Background: an optimization exercise with open tools, aiming at small area, a short achievable clock period and few clock cycles. Do not read the settings as production practice. Function was checked by simulation only, so behaviour that the tests miss may differ from the original. No activity file was given, so power comes from the tool's default toggle rates.

## zfu
module zfu (
    input              clk,
    input              rst,
    input              cmd_valid,
    input      [2:0]   cmd_len,       
    input      [7:0]   cmd_op,        
    input      [47:0]  cmd_arg,       
    input      [63:0]  ts_sec,
    input      [31:0]  ts_usec,
    output reg         rsp_valid,
    output     [7:0]   rsp_status,
    output reg [4:0]   rsp_len,       
    output     [151:0] rsp_data,      
    output reg         mem_req,
    output reg [31:0]  mem_addr,
    input              mem_ack,
    input      [7:0]   mem_rdata,
    input              mem_err
);
Size in the first run: about 5200 cells after synthesis, ~65000 µm² of cells after synthesis.
clock: 22.0 ns
lec_check: 0
cap_margin: 20
core_margin: 2
core_utilization: 40
slew_margin: 20
standard.sh (not shown) runs the stock make flow with config.mk's settings and CLKGATE_MAP_FILE= SYNTH_SCRIPT=/design/flow/synth_recipe.tcl, a recipe that flattens the netlist after the stock synthesis.
==> flow/flow/run.sh <==
#!/bin/bash
# Standard ORFS layout (standard.sh) with the standard synthesis. Placement
# and clock tree use a tighter setup-repair target, a leaner clock tree,
# single-strength port buffers and a denser floorplan; routing repairs to
# the plain target, so it only fixes what routing breaks.
set -uo pipefail
COMMON=(
  CORE_UTILIZATION=60 PLACE_DENSITY=0.72
  "BUFFER_PORTS_ARGS=-inputs -outputs -buffer_cell sky130_fd_sc_hd__buf_1"
  "CTS_ARGS=-sink_clustering_enable -repair_clock_nets -dont_use_dummy_load -buf_list sky130_fd_sc_hd__clkbuf_8 -sink_clustering_size 25"
)
bash standard.sh synth > synth.log 2>&1 || exit 1
bash standard.sh "${COMMON[@]}" SETUP_SLACK_MARGIN=16 cts > place_cts.log 2>&1 || exit 1
bash standard.sh "${COMMON[@]}" SETUP_SLACK_MARGIN=0 finish > route.log 2>&1 || exit 1
The starting point went through all stages and came out clean.
Testbench counts at the start, summed over its fixed seeds: cycles 65,714.
Then changed:
--- a/flow/flow/run.sh
+++ b/flow/flow/run.sh
@@ -10 +10 @@
-  "CTS_ARGS=-sink_clustering_enable -repair_clock_nets -dont_use_dummy_load -buf_list sky130_fd_sc_hd__clkbuf_8 -sink_clustering_size 25"
+  "CTS_ARGS=-sink_clustering_enable -repair_clock_nets -dont_use_dummy_load -buf_list sky130_fd_sc_hd__clkbuf_8 -sink_clustering_size 18 -sink_clustering_max_diameter 60"
- ABC_AREA: default -> 1
- CORE_UTILIZATION: 40 -> 60
- PLACE_DENSITY: default -> 0.72
Effect: The changed run produced a clean layout; core utilization drops by 4.1 points; hold slack barely changes; combinational power drops by 2.9%.

Another version of the RTL of zfu (not shown whole).
Size: ~6,300 cells after synthesis, about 2,000 flip-flops, ~370 I/O pins, roughly 0.066 mm² of cells after synthesis.
clock: 22.0 ns
lec_check: 0
abc_area: 1
cap_margin: 20
core_margin: 2
core_utilization: 60
place_density: 0.72
slew_margin: 20
==> flow/flow/run.sh <==
#!/bin/bash
# Standard ORFS layout (standard.sh) with the standard synthesis. Placement
# and clock tree use a tighter setup-repair target, a leaner clock tree,
# single-strength port buffers and a denser floorplan; routing repairs to
# the plain target, so it only fixes what routing breaks.
set -uo pipefail
COMMON=(
  CORE_UTILIZATION=60 PLACE_DENSITY=0.72
  "BUFFER_PORTS_ARGS=-inputs -outputs -buffer_cell sky130_fd_sc_hd__buf_1"
  "CTS_ARGS=-sink_clustering_enable -repair_clock_nets -dont_use_dummy_load -buf_list sky130_fd_sc_hd__clkbuf_8 -sink_clustering_size 18 -sink_clustering_max_diameter 50"
)
bash standard.sh synth > synth.log 2>&1 || exit 1
bash standard.sh "${COMMON[@]}" SETUP_SLACK_MARGIN=16 cts > place_cts.log 2>&1 || exit 1
bash standard.sh "${COMMON[@]}" SETUP_SLACK_MARGIN=0 finish > route.log 2>&1 || exit 1
The baseline passed the timing, design-rule and antenna checks.
Testbench counts at the start, summed over its fixed seeds: cycles 64,890.
Rerun with:
--- a/flow/flow/run.sh
+++ b/flow/flow/run.sh
@@ -8,5 +8,5 @@
   CORE_UTILIZATION=60 PLACE_DENSITY=0.72
   "BUFFER_PORTS_ARGS=-inputs -outputs -buffer_cell sky130_fd_sc_hd__buf_1"
-  "CTS_ARGS=-sink_clustering_enable -repair_clock_nets -dont_use_dummy_load -buf_list sky130_fd_sc_hd__clkbuf_8 -sink_clustering_size 18 -sink_clustering_max_diameter 50"
+  "CTS_ARGS=-sink_clustering_enable -repair_clock_nets -dont_use_dummy_load -buf_list sky130_fd_sc_hd__clkbuf_8 -sink_clustering_size 25"
 )
 bash standard.sh synth > synth.log 2>&1 || exit 1
Worst setup slack is better by 72 ps; design area went up by 2.4%; critical path depth does not change; via count climbs by 2.0%; sequential share of layout area decreases by 1.4 points; total power came out higher by about 12%; routed wire length goes up by 2.4%; hold slack degrades by 24 ps; core utilization is higher by 1.6 points; maximum frequency rose by about 1.1%; clock-buffer cell count is higher by 148.

-- static timing again, ports no longer ideal --
How much do the figures lean on ideal ports? The routed layouts below were timed once more, with nothing changed but the port constraints.
Step 1, drivers: a clkbuf_16 drives clk and a buf_2 each remaining input, both assumed.
Step 2 moves the port delays by t, midway between the first and last clock arrival at a register: inputs arrive t later, outputs are due t later. That takes back most of the time a late clock gives input paths.
Three values: ideal, step 1, step 2; two values: the first two.
| run | shift t [ns] | setup slack, ns | worst register clock-pin slew, ns |
|---|---|---|---|
| the first run of note 1 | 1.022 | 15.473 / 15.519 / 14.498 | 0.07 / 0.07 |
| the second run of note 1 | 0.922 | 15.591 / 15.638 / 14.716 | 0.12 / 0.12 |
| the first run of note 2 | 0.943 | 15.584 / 15.637 / 14.694 | 0.11 / 0.11 |
| the second run of note 2 | 1.037 | 15.655 / 15.709 / 14.672 | 0.07 / 0.07 |
After both steps setup and hold are still met in every run listed. The setup slack of the second run of note 2, which loses most, moves by +0.054 ns with the drivers and by -0.983 ns with both steps.
